This design comes from an exercise in tuning for small area, a short achievable clock period and few clock cycles on the open sky130 flow, not from production work.
RTL that was checked went through simulation tests only; none was proved equivalent to the original.
Power and IR drop assume default switching activity.

== before ==
Design vrrp_codec, start of the top module:
module vrrp_codec (
    input  wire        clk,
    input  wire        rst,
    input  wire        host_valid,
    input  wire        host_we,
    input  wire [4:0]  host_addr,
    input  wire [31:0] host_wdata,
    output reg  [31:0] host_rdata,
    output wire        busy,
    output reg         pb_en,
    output reg         pb_we,
    output reg  [3:0]  pb_be,
    output reg  [9:0]  pb_addr,
    output reg  [31:0] pb_wdata,
    input  wire [31:0] pb_rdata,
    output reg         at_en,
    output reg         at_we,
    output reg  [9:0]  at_addr,
    output wire [31:0] at_wdata,
    input  wire [31:0] at_rdata
);
clock: 10.0 ns
lec_check: 0
cap_margin: 20
core_margin: 2
core_utilization: 55
place_density: 0.7
setup_slack_margin: 4
slew_margin: 20
standard.sh (not shown) runs the stock make flow with config.mk's settings and CLKGATE_MAP_FILE= SYNTH_SCRIPT=/design/flow/synth_recipe.tcl, a recipe that flattens the netlist after the stock synthesis.
==> flow/flow/run.sh <==
#!/bin/bash
# The standard layout (standard.sh: the standard flow's own ORFS flow, unchanged
# synthesis) with two changes: the ports are buffered with the smallest
# plain buffer (buf_1) instead of the default delay-cell buffers, and the
# clock tree uses larger sink clusters and no dummy loads. ORFS writes each
# step's full log under orfs/logs/; make's own output goes to standard.log.
set -o pipefail
export BUFFER_PORTS_ARGS="-buffer_cell sky130_fd_sc_hd__buf_1"
export CTS_ARGS="-sink_clustering_enable -repair_clock_nets -sink_clustering_size 22 -sink_clustering_max_diameter 100 -dont_use_dummy_load"
bash standard.sh > standard.log 2>&1
Both conditions hold for before: the flow ran to the end and the final layout passed the timing, design-rule and antenna checks.
### before -> after
diff --git a/flow/design.v b/flow/design.v
--- a/flow/design.v
+++ b/flow/design.v
@@ -105,13 +105,13 @@
     assign ck_word[23:16] = (part && tail == 2'd1) ? pb_rdata[31:24] : pb_rdata[23:16];
     assign ck_word[15:8]  = part ? 8'h00 : pb_rdata[15:8];
     assign ck_word[7:0]   = part ? ((tail == 2'd3) ? pb_rdata[15:8] : 8'h00) : pb_rdata[7:0];
     wire [31:0] d_word  = (state == S_CK) ? (dv ? ck_word : 32'h0)
                                           : (pb_we ? pb_wdata : 32'h0);
     wire        ph_on   = (idx[10:4] == 7'd0 && idx[3:0] <= 4'd8);
-    wire [31:0] ph_word = ph_on ? r_ph[idx[3:0]] : 32'h0;
+    wire [31:0] ph_word = host_rdata;
     wire [15:0] x1 = d_word[31:16], x2 = d_word[15:0];
     wire [15:0] x3 = ph_word[31:16], x4 = ph_word[15:0];
     wire [15:0] s1 = acc_s ^ acc_c ^ x1;
     wire [15:0] c1 = (acc_s & acc_c) | (acc_s & x1) | (acc_c & x1);
     wire [15:0] s2 = x2 ^ x3 ^ x4;
     wire [15:0] c2 = (x2 & x3) | (x2 & x4) | (x3 & x4);
@@ -122,13 +122,13 @@
     wire [15:0] c3r = {c3[14:0], c3[15]};
     wire [15:0] s_next = s3 ^ c3r ^ c2r;
     wire [15:0] c4 = (s3 & c3r) | (s3 & c2r) | (c3r & c2r);
     wire [15:0] c_next = {c4[14:0], c4[15]};
     wire [16:0] fold1 = {1'b0, acc_s} + {1'b0, acc_c};
     wire [15:0] fold2 = fold1[15:0] + {15'b0, fold1[16]};
-    wire [4:0] rd_sel = host_addr;
+    wire [4:0] rd_sel = !busy ? host_addr : ph_on ? {1'b1, idx[3:0]} : 5'd31;
     always @(*) begin
         case (rd_sel)
             5'd0:     host_rdata = r_cmd;
             5'd1:     host_rdata = {27'b0, r_ckok, 1'b0, r_err};
             5'd2:     host_rdata = {16'b0, r_result};
             A_IPVER:  host_rdata = {24'b0, r_ipver};
==> comparison <==
Delta (after minus before): headroom to the max-slew limit went down 4.4 points, sequential cell power went down about 3%. Between after and before, the sequential share of layout area is lower for after. The lower number of buffer and inverter instances along the worst setup path came out of before. Summary — number of iterations in the first detailed-routing pass, after relative to before: lower, by 1. Relative to before, design area has gone up in after. [after] met2 usage in global routing fell 3.8 points relative to before. Against before, after comes in 4.1 points higher on buffer share of cell area. before has a higher fraction of power consumed by the clock network than after. [compare] base=before new=after: setup slack after layout lower, total clock buffers created by CTS saw a decrease, area growth from synthesis to final layout rose by 8.4 points, shortest clock period the worst path allows after layout picked up an extra 0.16 ns.
No functional check of the RTL was part of any run of this note.

Setup of yarrow:
Another version of the RTL of vrrp_codec (not shown whole).
Size in the first run: roughly 470 flip-flops, ~28,000 um2 of cells after synthesis.
export LEC_CHECK = 0
export CAP_MARGIN = 20
export CORE_MARGIN = 2
export CORE_UTILIZATION = 55
export PLACE_DENSITY = 0.7
export SETUP_SLACK_MARGIN = 4
export SLEW_MARGIN = 20
create_clock -name core_clock -period 10.0 [get_ports {clk}]
Scripts as last shown in full above: flow/flow/run.sh
### yarrow -> onyx
--- a/flow/design.v
+++ b/flow/design.v
@@ -33,22 +33,23 @@
                      E_TOOSHORT = 3'd1,
                      E_IPVER    = 3'd2,
                      E_LENGTH   = 3'd3,
                      E_VERSION  = 3'd4,
                      E_TYPE     = 3'd5,
                      E_ILLEGAL  = 3'd6,
                      E_OVERRUN  = 3'd7;
     localparam [3:0] S_IDLE = 4'd0,
                      S_CK   = 4'd1,    
                      S_CKF  = 4'd2,    
                      S_ENC  = 4'd3,    
+                     S_FOLD = 4'd4,    
                      S_W1   = 4'd5,    
                      S_D0   = 4'd6,    
                      S_D1   = 4'd7,    
                      S_D2   = 4'd8,    
                      S_DCH  = 4'd9,    
                      S_AR   = 4'd10,   
                      S_AW   = 4'd11,   
                      S_AG   = 4'd12;   
     reg [3:0]  r_ver;
     reg [3:0]  r_type;
     reg [7:0]  r_vrid;
@@ -171,23 +172,23 @@
                 pb_en = 1'b1;
                 pb_we = dv | (idx == 11'd0);
                 if (dv) begin
                     pb_addr  = idx[9:0] + 10'd1;
                     pb_wdata = at_rdata;
                 end
             end
             S_W1: begin
                 pb_en    = 1'b1;
                 pb_we    = 1'b1;
                 pb_addr  = 10'd1;
-                pb_wdata = {4'b0000, r_advint, op[2] ? ~fold2 : r_cksum};
+                pb_wdata = {4'b0000, r_advint, r_cksum};
             end
             S_D0, S_D1, S_D2, S_DCH: begin
                 pb_en   = 1'b1;
                 pb_addr = idx[9:0] + 10'd3;
                 at_en   = (state == S_DCH);
                 at_we   = 1'b1;
             end
             S_AR: begin
                 pb_en   = 1'b1;
                 pb_addr = {9'b0, fld_w1};
             end
@@ -220,23 +221,22 @@
             default: get_val = pb_rdata[15:0];
         endcase
     end
     wire [7:0]  rx_cnt   = pb_rdata[7:0];
     wire [10:0] rx_nch2  = (r_ipver[1] ? {1'b0, rx_cnt, 2'b00} : {3'b000, rx_cnt}) + 11'd2;
     wire        rx_short = {3'b000, rx_nch2} > r_plen[15:2];
     wire [2:0]  rx_err   = rx_short                  ? E_LENGTH  :
                            (pb_rdata[31:28] != 4'd3) ? E_VERSION :
                            (pb_rdata[27:24] != 4'd1) ? E_TYPE    : E_NONE;
     wire        dec_ok   = (state == S_D1) && (rx_err == E_NONE);
     wire        dec_w1   = (state == S_D2);
-    wire        adv_w1   = (state == S_W1) && op[2];
     wire [31:0] ph_d  = regs_rst ? 32'h0000_0000 : host_wdata;
     wire [31:0] ph8_d = regs_rst ? 32'h0070_0000 :
                         adv_go   ? {16'h0070, 4'b0000, reg_slen} : host_wdata;
     genvar gj;
     generate
         for (gj = 0; gj < 8; gj = gj + 1) begin : g_ph
             always @(posedge clk)
                 if (regs_rst || (host_wr && host_addr == 5'd16 + gj))
                     r_ph[gj] <= ph_d;
         end
     endgenerate
@@ -254,24 +254,24 @@
             r_vrid <= regs_rst ? 8'd0 : busy ? pb_rdata[23:16] : host_wdata[7:0];
     always @(posedge clk)
         if (regs_rst || dec_ok || (host_wr && host_addr == A_PRIO))
             r_prio <= regs_rst ? 8'd0 : busy ? pb_rdata[15:8] : host_wdata[7:0];
     always @(posedge clk)
         if (regs_rst || dec_ok || (host_wr && host_addr == A_COUNT))
             r_count <= regs_rst ? 8'd0 : busy ? pb_rdata[7:0] : host_wdata[7:0];
     always @(posedge clk)
         if (regs_rst || dec_w1 || (host_wr && host_addr == A_ADVINT))
             r_advint <= regs_rst ? 12'd0 : busy ? pb_rdata[27:16] : host_wdata[11:0];
     always @(posedge clk)
-        if (regs_rst || dec_w1 || adv_w1 || (host_wr && host_addr == A_CKSUM))
-            r_cksum <= regs_rst ? 16'd0 : adv_w1 ? ~fold2 :
+        if (regs_rst || dec_w1 || (state == S_FOLD) || (host_wr && host_addr == A_CKSUM))
+            r_cksum <= regs_rst ? 16'd0 : (state == S_FOLD) ? ~fold2 :
                        busy ? pb_rdata[15:0] : host_wdata[15:0];
     always @(posedge clk)
         if (regs_rst || (host_wr && host_addr == A_IPVER))
             r_ipver <= regs_rst ? 8'd0 : host_wdata[7:0];
     always @(posedge clk)
         if (regs_rst || enc_go || (host_wr && host_addr == A_PLEN))
             r_plen <= regs_rst ? 16'd0 : enc_go ? {4'b0000, reg_slen} : host_wdata[15:0];
     always @(posedge clk)
         if (rst || cmd_wr)
             r_cmd <= rst ? 32'd0 : host_wdata;
     always @(posedge clk) begin
@@ -344,27 +344,29 @@
             S_CK: begin
                 if (!rd_on && idx[10:3] != 8'd0)
                     state <= S_CKF;
             end
             S_CKF: begin
                 r_ckok   <= !op[0] && (fold2 == 16'hFFFF);
                 r_result <= op[0] ? ~fold2 : fold2;
                 state    <= S_IDLE;
             end
             S_ENC: begin
                 if (!rd_on && (!op[2] || idx[10:3] != 8'd0))
-                    state <= S_W1;
+                    state <= op[2] ? S_FOLD : S_W1;
+            end
+            S_FOLD: begin
+                r_result <= ~fold2;
+                state    <= S_W1;
             end
             S_W1: begin
-                if (op[2])
-                    r_result <= ~fold2;
                 state <= S_IDLE;
             end
             S_D0: state <= S_D1;
             S_D1: begin
                 r_err <= rx_err;
                 if (rx_err != E_NONE) begin
                     state <= S_IDLE;
                 end else begin
                     r_result <= {3'b000, rx_nch2, 2'b00};
                     state    <= S_D2;
                 end
Findings:
The final layout from onyx, which completed every stage, passed the timing, design-rule and antenna checks at the end of the flow.
Compared with yarrow, onyx shows critical path depth lower by 12.
Global-route track usage on met3 ended up 3.9 points higher on onyx than on yarrow.
Routed length on met1 in onyx is 4.5% below yarrow.
Library cell contributing the largest single delay on the critical path = sky130_fd_sc_hd__or3_4: onyx; library cell contributing the largest single delay on the critical path = sky130_fd_sc_hd__or4_4: yarrow
Summary: first-iteration DRC count, onyx worse than yarrow
Row count: onyx and yarrow compared, higher one is yarrow
On post-route minimum period, yarrow loses to onyx.
Changes observed in onyx relative to yarrow: portion of total power attributed to combinational logic lower, count of non-CTS buffers in the layout -about 26%.
Testbench counts of onyx, summed over its fixed seeds: cycles 22,758.
Function not checked in yarrow: the RTL went through the layout flow alone.

==> what the ideal ports hide <==
The flow's constraints put no driver on any port. The routed layouts listed below were extracted and timed again, unchanged, in two steps.
Step 1: set_driving_cell puts a clkbuf_16 on clk and a buf_2 on each other input, an assumption about the parent block.
Step 2 adds t to the input delays and takes it off the output delays; t is the mean of the earliest and latest rising clock arrival at the registers after step 1. Input paths then give back, and output paths get back, about the clock's delay inside the block.
a / b / c = ideal ports / drivers / drivers and shift; a / b = the first two.
run	t, ns	setup slack, ns	worst setup path after step 2
before	0.656	3.944 / 3.922 / 3.606	input to register
after	0.641	3.782 / 3.720 / 3.354	input to register
yarrow	0.645	3.327 / 3.263 / 3.222	input to register
onyx	0.632	3.946 / 3.868 / 3.448	input to register
After both steps setup and hold are still met in every run listed. For onyx, which loses most, drivers alone change the setup slack by -0.078 ns; drivers and shift together by -0.498 ns.
